Context: an optimization exercise on an open-source flow, tuned for small area, a short achievable clock period and few clock cycles. The choices shown serve that exercise and are no tape-out recipe. RTL that was checked went through simulation tests only; none was proved equivalent to the original. Power figures rest on the tool's default switching activity, not on a simulated workload.

Design fpga_disp_ctrl, start of the top module:
module fpga_disp_ctrl (
  input  wire        clk,
  input  wire        rst,        
  input  wire        ev_valid,
  output wire        ev_ready,
  input  wire [2:0]  ev_type,
  input  wire [7:0]  ev_data,
  output reg         intn,
  output reg         cdone,
  output reg         redraw,
  output reg         fb_we,
  output reg  [14:0] fb_addr,
  output reg  [7:0]  fb_data
);
==> flow/config.mk <==
export PLATFORM = sky130hd
export DESIGN_NAME = fpga_disp_ctrl
export DESIGN_NICKNAME = fpga_disp_ctrl
export VERILOG_FILES = /design/flow/design.v
export SDC_FILE = /design/flow/constraint.sdc
export NUM_CORES = 4
export LEC_CHECK = 0
export ABC_AREA = 1
export CAP_MARGIN = 20
export CORE_MARGIN = 2
export CORE_UTILIZATION = 40
export CTS_BUF_LIST = sky130_fd_sc_hd__clkbuf_8
export SETUP_SLACK_MARGIN = 5
export SLEW_MARGIN = 20
export SYNTH_HIERARCHICAL = 1
export SYNTH_MINIMUM_KEEP_SIZE = 0
==> flow/constraint.sdc <==
create_clock -name core_clock -period 8.0 [get_ports {clk}]
set_input_delay 1.6000 -clock core_clock [delete_from_list [all_inputs] [get_ports {clk}]]
set_output_delay 1.6000 -clock core_clock [all_outputs]
set_load 0.01 [all_outputs]
standard.sh (not shown) runs the stock make flow with config.mk's settings and CLKGATE_MAP_FILE= SYNTH_SCRIPT=/design/flow/synth_recipe.tcl, a recipe that flattens the netlist after the stock synthesis.
==> flow/flow/run.sh <==
#!/bin/bash
# Layout flow: the standard ORFS flow (standard.sh: ORFS synthesis with
# synth_recipe.tcl, floorplan, power grid, tap cells, placement, CTS, routing),
# with these changes, all passed to make as VAR=value:
#  - synthesis runs synth_recipe.tcl through flow/synth_abc.tcl, which only
#    swaps ABC's mapping script for flow/area.abc (an area-oriented mapping;
#    the flip-flops are mapped before ABC and stay as synth_recipe.tcl maps them);
#  - ADDER_MAP_FILE is empty, so adders are left to ABC as plain gates;
#  - the port buffers are plain buffers (buffer_ports -buffer_cell);
#  - any further settings in flow/extra.env, one VAR=value per line.
# make's full output goes to orfs_flow.log here; ORFS writes each step's log
# under orfs/logs/.
set -euo pipefail
here=$(pwd)
export FLOW_SYNTH_TCL="$here/synth_recipe.tcl"
export FLOW_ABC_SCRIPT="$here/flow/area.abc"
extra=("SYNTH_SCRIPT=$here/flow/synth_abc.tcl" "ADDER_MAP_FILE="
       "BUFFER_PORTS_ARGS=-buffer_cell sky130_fd_sc_hd__buf_2")
if [[ -f flow/extra.env ]]; then
  while IFS= read -r line; do
    [[ -z "$line" || "$line" == \#* ]] && continue
    extra+=("$line")
  done < flow/extra.env
fi
bash standard.sh "${extra[@]}" finish > "$here/orfs_flow.log" 2>&1
==> flow/flow/area.abc <==
strash
dch
map -a
topo
dnsize
==> flow/flow/extra.env <==
SETUP_SLACK_MARGIN=5.25
==> flow/flow/synth_abc.tcl <==
# The standard flow's synthesis script (synth_recipe.tcl, unchanged), with the ABC
# technology-mapping script replaced by the one in FLOW_ABC_SCRIPT. ABC maps
# only the combinational logic; the flip-flops are mapped before it.
proc abc {args} {
  set i [lsearch -exact $args -script]
  if {$i >= 0 && [info exists ::env(FLOW_ABC_SCRIPT)]} {
    lset args [expr {$i + 1}] $::env(FLOW_ABC_SCRIPT)
  }
  yosys abc {*}$args
}
source $::env(FLOW_SYNTH_TCL)
Testbench counts at the start, summed over its fixed seeds: cycles 661,383.
Change:
--- a/flow/design.v
+++ b/flow/design.v
@@ -93,28 +93,28 @@
     st_i     = st;
     set0_i   = set0;
     cnt_i    = cnt;
     intn_i   = intn;
     redraw_i = redraw;
     we_i     = 1'b0;
     addr_i   = fb_addr;
     data_i   = fb_data;
     if (fb_we || fresh)
       addr_i = (col_end || fresh) ? a_adj : fb_addr - 15'd148;
     if (s_scene)
       addr_i = A_TOP;
-    if (s_prog && aux)
-      addr_i[4:0] = cls_n;
-    if (s_prog || (s_cmd && aux))
-      set0_i = cls == C_SET0;
+    if (s_prog) begin
+      if (aux) addr_i[4:0] = cls_n;
+      set0_i = (aux ? cls_n : cls) == C_SET0;
+    end
     if (!rdy && s_cmd) begin
       rdy_i  = 1'b1;
       intn_i = 1'b1;
       if (set0) begin
         if (d == 8'h01) begin st_i = 3'd2; cnt_i = 9'd0; end
         else if (d == 8'h04) st_i = 3'd3;
         else begin intn_i = 1'b0; st_i = 3'd1; end
       end else begin
         if (d == 8'h00) ;
         else if (d == 8'h01) st_i = 3'd4;
         else if (d == 8'h02) begin redraw_i = 1'b1; intn_i = 1'b0; st_i = 3'd1; end
         else begin intn_i = 1'b0; st_i = 3'd1; end
@@ -249,25 +249,25 @@
       cdone  <= 1'b0;
       redraw <= 1'b0;
       fb_we  <= 1'b0;
     end else begin
       rdy    <= rdy_i && !(e_b && stall_b);
       st     <= e_r0 ? 3'd0 :
                 (e_c0 || (e_s1 && sclk_hit)) ? 3'd1 :
                 e_b ? st_b : st_i;
       cnt    <= e_r0 ? 9'd0 : e_b ? cnt_b : cnt_i;
       if (acc && ev_type == 3'd1) cs <= b0;
       if (e_r) rst_l <= b0;
       if (e_s) sclk <= b0;
-      aux    <= (e_b && aux_b) || (e_s1 && sclk_hit);
+      aux    <= e_b && aux_b;
       intn   <= e_r0 ? 1'b1 :
                 (e_c0 || (e_s1 && sclk_hit)) ? 1'b0 :
                 e_b ? intn_b : intn_i;
       cdone  <= (e_s1 && sclk_hit) ? 1'b1 : e_r1 ? 1'b0 : cdone;
       redraw <= e_n ? 1'b0 : redraw_i;
       fb_we  <= e_b ? we_b : we_i;
     end
     set0 <= set0_i;
     fb_data <= rdy ? ev_data : data_i;
     fb_addr[14:13] <= addr_i[14:13];
     fb_addr[12:7]  <= (rst || e_r0) ? 6'd0 : e_s1 ? scnt_inc : addr_i[12:7];
     fb_addr[6:5]   <= addr_i[6:5];
What happened: The new run finished clean. Worst hold slack loses 0.0078 ns. Clock skew is about the same. Non-clock buffer count went up by 13. Die area increases by about 0.4%. Clock power is lower by 20%. Count of clock-buffer cells in the layout stays the same. Final area came out higher by 3.6%. Setup slack loses 0.11 ns. Wire length climbs by 2.1%. Power fell by about 10%. Cell count rises by 0.86%. Global-route usage is higher by 0.50 points. Fmax fell by about 4%.
The RTL of the second run of this note was laid out without a check of its function.

========
Another version of the RTL of fpga_disp_ctrl (not shown whole).
Size: about 45 flip-flops, roughly 42 I/O pins, about 3500 µm² of cells after synthesis.
==> module fpga_disp_next, before the edit <==
module fpga_disp_next (
  input  wire        rdy,
  input  wire [2:0]  st,
  input  wire        cs,
  input  wire        rst_l,
  input  wire        sclk,
  input  wire        set0,
  input  wire [8:0]  cnt,
  input  wire        aux,
  input  wire        intn,
  input  wire        redraw,
  input  wire        fb_we,
  input  wire [14:0] fb_addr,
  input  wire [7:0]  fb_data,
  output reg         rdy_i,
  output reg  [2:0]  st_i,
  output reg         set0_i,
  output reg  [8:0]  cnt_i,
  output reg         intn_i,
  output reg         redraw_i,
  output reg         we_i,
  output reg  [14:0] addr_i,
  output reg  [7:0]  data_i,
  output wire        stall_b,       
  output reg  [2:0]  st_b,
  output reg  [8:0]  cnt_b,
  output wire        aux_b,
  output reg         intn_b,
  output wire        we_b,
  output wire        cs_fall,       
  output wire        sclk_inc,      
  output wire        sclk_hit,      
  output wire [5:0]  scnt_inc,
  output wire        rst_fall,      
  output wire        rst_rise       
);
  localparam [4:0] C_SKIP = 5'd28,    
                   C_SET0 = 5'd23,    
                   C_SET1 = 5'd31;    
  localparam [14:0] A_TOP = 15'd25308;
  wire [4:0] cls   = fb_addr[4:0];    
  wire [5:0] scnt  = fb_addr[12:7];   
  wire       s_prog  = st == 3'd0;
  wire       s_cmd   = st == 3'd1;
  wire       s_param = st == 3'd2;
  wire       s_scene = st == 3'd3;
  wire       s_line  = st == 3'd4;
  wire       s_data  = st == 3'd5;
  wire       s_fill  = st[2:1] == 2'b11;
  wire [7:0] d = fb_data;             
  wire [7:0] exp_c =
    (cls == 5'd0) ? "D" :
    (cls == 5'd1) ? "a" :
    (cls == 5'd2) ? "t" :
    (cls == 5'd3) ? "e" :
    (cls == 5'd4) ? ":" :
    (cls == 5'd5) ? " " :
    (cls == 5'd6) ? "D" :
    (cls == 5'd7) ? "e" :
    (cls == 5'd8) ? "c" :
    (cls == 5'd9) ? " " :
    (cls == 5'd10) ? "1" :
    (cls == 5'd11) ? "0" :
    (cls == 5'd12) ? " " :
    (cls == 5'd13) ? "2" :
    (cls == 5'd14) ? "0" :
    (cls == 5'd15) ? "1" :
    (cls == 5'd16) ? "4" :
    (cls == 5'd17) ? " " :
    (cls == 5'd18) ? "0" :
    (cls == 5'd19) ? "8" :
    (cls == 5'd20) ? ":" :
    (cls == 5'd21) ? "3" :
    (cls == 5'd22) ? "0" :
    8'h00;
  reg [4:0] cls_n;
  always @(*) begin
    cls_n = cls;
    if (cls < 5'd23) begin
      if (d == 8'h00) cls_n = (cls < 5'd5) ? 5'd0 : C_SET1;
      else if (d == exp_c) cls_n = cls + 5'd1;    
      else cls_n = (cls < 5'd5) ? C_SKIP : C_SET1;
    end else if (cls == C_SKIP && d == 8'h00) begin
      cls_n = 5'd0;
    end
  end
  wire [8:0] cnt_inc = cnt + 9'd1;
  wire       col_end = cnt[7:0] == 8'd172;    
  wire       fresh   = aux && s_data;
  wire [7:0] adj_col = fresh ? ((d < 8'd148) ? d : 8'd0) : s_scene ? 8'd0 : fb_addr[7:0];
  wire [14:0] a_adj  = A_TOP + adj_col + (!fresh && !s_scene);
  always @(*) begin
    rdy_i    = rdy;
    st_i     = st;
    set0_i   = set0;
    cnt_i    = cnt;
    intn_i   = intn;
    redraw_i = redraw;
    we_i     = 1'b0;
    addr_i   = fb_addr;
    data_i   = fb_data;
    if (fb_we || fresh || s_scene)
      addr_i = (col_end || fresh || s_scene) ? a_adj : fb_addr - 15'd148;
    if (s_prog && aux)
      addr_i[4:0] = cls_n;
    if (s_prog && !rdy) begin
      rdy_i        = 1'b1;
      intn_i       = 1'b1;
      cnt_i        = 9'd0;
      addr_i[12:7] = 6'd0;
      addr_i[4:0]  = 5'd0;
    end
    if (s_prog || (s_cmd && aux))
      set0_i = cls == C_SET0;
    if (!rdy && s_cmd) begin
      rdy_i  = 1'b1;
      intn_i = 1'b1;
      if (set0) begin
        if (d == 8'h01) begin st_i = 3'd2; cnt_i = 9'd0; end
        else if (d == 8'h04) st_i = 3'd3;
        else begin intn_i = 1'b0; st_i = 3'd1; end
      end else begin
        if (d == 8'h00) ;
        else if (d == 8'h01) st_i = 3'd4;
        else if (d == 8'h02) begin redraw_i = 1'b1; intn_i = 1'b0; st_i = 3'd1; end
        else begin intn_i = 1'b0; st_i = 3'd1; end
      end
    end
    if (!rdy && s_scene) begin
      intn_i = 1'b0;
      st_i   = 3'd1;
      if (d[7:2] == 6'd0) begin
        st_i     = (d[1:0] == 2'd1) ? 3'd7 : 3'd6;
        redraw_i = 1'b1;
        we_i     = 1'b1;
        data_i   = (d[1:0] == 2'd2) ? 8'h30 : (d[1:0] == 2'd3) ? 8'h0C : 8'h00;
        cnt_i    = 9'd1;
      end else begin
        rdy_i = 1'b1;
      end
    end
    if (s_fill) begin
      we_i = 1'b1;
      if (col_end)
        cnt_i = {(fb_addr[7:0] >= 8'd49) && (fb_addr[7:0] <= 8'd96), 8'd1};
      else
        cnt_i[7:0] = cnt_inc[7:0];
      if (st[0])
        data_i = (cnt[8] && cnt[7:0] >= 8'd62 && cnt[7:0] <= 8'd109) ? 8'hFC : 8'h00;
      if (fb_addr == 15'd295) begin               
        rdy_i = 1'b1;
        st_i  = 3'd1;
      end
    end
  end
  wire trig = cnt[7:0] == 8'd188;
  assign stall_b = cs && (s_cmd || s_scene);
  assign aux_b   = cs && ((s_prog && !cnt[8] && cnt[8:1] != 8'd0) || s_line);
  assign we_b    = cs && s_data && !trig && cnt[7:0] < 8'd172;
  always @(*) begin
    st_b   = st;
    cnt_b  = cnt;
    intn_b = intn;
    if (cs) begin
      case (st)
        3'd0:  if (!cnt[8]) cnt_b = cnt_inc;
        3'd2: begin
          if (cnt[1:0] == 2'd3) begin intn_b = 1'b0; st_b = 3'd1; end
          else cnt_b = cnt_inc;
        end
        3'd4: begin
          cnt_b  = 9'd240;
          st_b   = 3'd5;
          intn_b = 1'b1;
        end
        3'd5: begin
          if (trig) begin
            st_b   = 3'd4;
            intn_b = 1'b0;
          end else begin
            cnt_b = cnt_inc;
          end
        end
        default: ;
      endcase
    end
  end
  assign cs_fall  = cs && !s_prog;
  assign sclk_inc = !sclk && !cs && s_prog;
  assign sclk_hit = sclk_inc && scnt == 6'd19;        
  assign scnt_inc = {scnt[4:0], ~(scnt[5] ^ scnt[4])};
  assign rst_fall = rst_l;
  assign rst_rise = !rst_l;
endmodule
clock: 8.0 ns
lec_check: 0
abc_area: 1
cap_margin: 20
core_margin: 2
core_utilization: 40
cts_buf_list: sky130_fd_sc_hd__clkbuf_8
setup_slack_margin: 5
slew_margin: 20
synth_hierarchical: 1
synth_minimum_keep_size: 0
==> flow/flow/area.abc <==
strash
dch -f
map -a
strash
dch -f
map -a
strash
dch -f
map -a
topo
dnsize
==> flow/flow/extra.env <==
SETUP_SLACK_MARGIN=5.25
BUFFER_PORTS_ARGS=-buffer_cell sky130_fd_sc_hd__buf_1
Scripts as last shown in full above: flow/flow/run.sh, flow/flow/synth_abc.tcl
Testbench counts at the start, summed over its fixed seeds: cycles 661,407.
Next try:
--- a/flow/design.v
+++ b/flow/design.v
@@ -85,9 +85,8 @@
     end
   end
-  wire [8:0] cnt_inc = cnt + 9'd1;
   wire       col_end = cnt[7:0] == 8'd172;    
   wire       fresh   = aux && s_data;
-  wire [7:0] adj_col = fresh ? ((d < 8'd148) ? d : 8'd0) : s_scene ? 8'd0 : fb_addr[7:0];
-  wire [14:0] a_adj  = A_TOP + adj_col + (!fresh && !s_scene);
+  wire [7:0] adj_col = fresh ? ((d < 8'd148) ? d : 8'd0) : fb_addr[7:0];
+  wire [14:0] a_adj  = A_TOP + adj_col + !fresh;
   always @(*) begin
     rdy_i    = rdy;
@@ -100,6 +99,8 @@
     addr_i   = fb_addr;
     data_i   = fb_data;
-    if (fb_we || fresh || s_scene)
-      addr_i = (col_end || fresh || s_scene) ? a_adj : fb_addr - 15'd148;
+    if (fb_we || fresh)
+      addr_i = (col_end || fresh) ? a_adj : fb_addr - 15'd148;
+    if (s_scene)
+      addr_i = A_TOP;
     if (s_prog && aux)
       addr_i[4:0] = cls_n;
@@ -145,5 +146,5 @@
         cnt_i = {(fb_addr[7:0] >= 8'd49) && (fb_addr[7:0] <= 8'd96), 8'd1};
       else
-        cnt_i[7:0] = cnt_inc[7:0];
+        cnt_i[7:0] = cnt[7:0] + 8'd1;
       if (st[0])
         data_i = (cnt[8] && cnt[7:0] >= 8'd62 && cnt[7:0] <= 8'd109) ? 8'hFC : 8'h00;
@@ -164,8 +165,8 @@
     if (cs) begin
       case (st)
-        3'd0:  if (!cnt[8]) cnt_b = cnt_inc;
+        3'd0:  if (!cnt[8]) cnt_b = cnt + 9'd1;
         3'd2: begin
           if (cnt[1:0] == 2'd3) begin intn_b = 1'b0; st_b = 3'd1; end
-          else cnt_b = cnt_inc;
+          else cnt_b = cnt + 9'd1;
         end
         3'd4: begin
@@ -179,5 +180,5 @@
             intn_b = 1'b0;
           end else begin
-            cnt_b = cnt_inc;
+            cnt_b = cnt + 9'd1;
           end
         end
=>
- The changed run ran to the end with no violations
- clock-buffer cell count is unchanged
- cell area is lower by 1.2%
- non-clock buffer count is lower by 12
- worst setup slack is better by 26 ps
- clock skew rises by 8.7 ps
- power came out higher by 4.6%
- utilization is lower by 2.3 points
- combinational power goes up by 6.1%
- clock power is higher by 12%
- fmax is higher by 0.96%
Testbench counts after the change, summed over its fixed seeds: cycles 661,407.

-- static timing again, ports no longer ideal --
The flow's constraints put no driver on any port. The routed layouts listed below were extracted and timed again, unchanged, in two steps.
Step 1 assumes that a clkbuf_16 drives the clock port and a buf_2 every other input.
Step 2 times the ports against the registers' clock, not the clock port: input delays grow and output delays shrink by t, the midpoint of the rising clock arrivals with the driver on.
Three values: ideal ports, drivers, drivers and shift; two values: the first two.
run | t, ns | setup WS [ns] | hold WS [ns] | clock arrival spread, ns
the first run of note 1 | 0.348 | 5.284 / 5.262 / 5.043 | 0.475 / 0.475 / 0.475 | 0.009 / 0.009
the second run of note 1 | 0.328 | 5.170 / 5.170 / 5.063 | 0.468 / 0.468 / 0.468 | 0.006 / 0.007
the first run of note 2 | 0.342 | 5.305 / 5.270 / 5.075 | 0.471 / 0.471 / 0.471 | 0.006 / 0.006
the second run of note 2 | 0.338 | 5.330 / 5.297 / 5.035 | 0.464 / 0.464 / 0.464 | 0.015 / 0.014
After both steps every run listed still meets setup and hold. The setup slack of the second run of note 2, which loses most, moves by -0.033 ns with the drivers and by -0.295 ns with both steps.
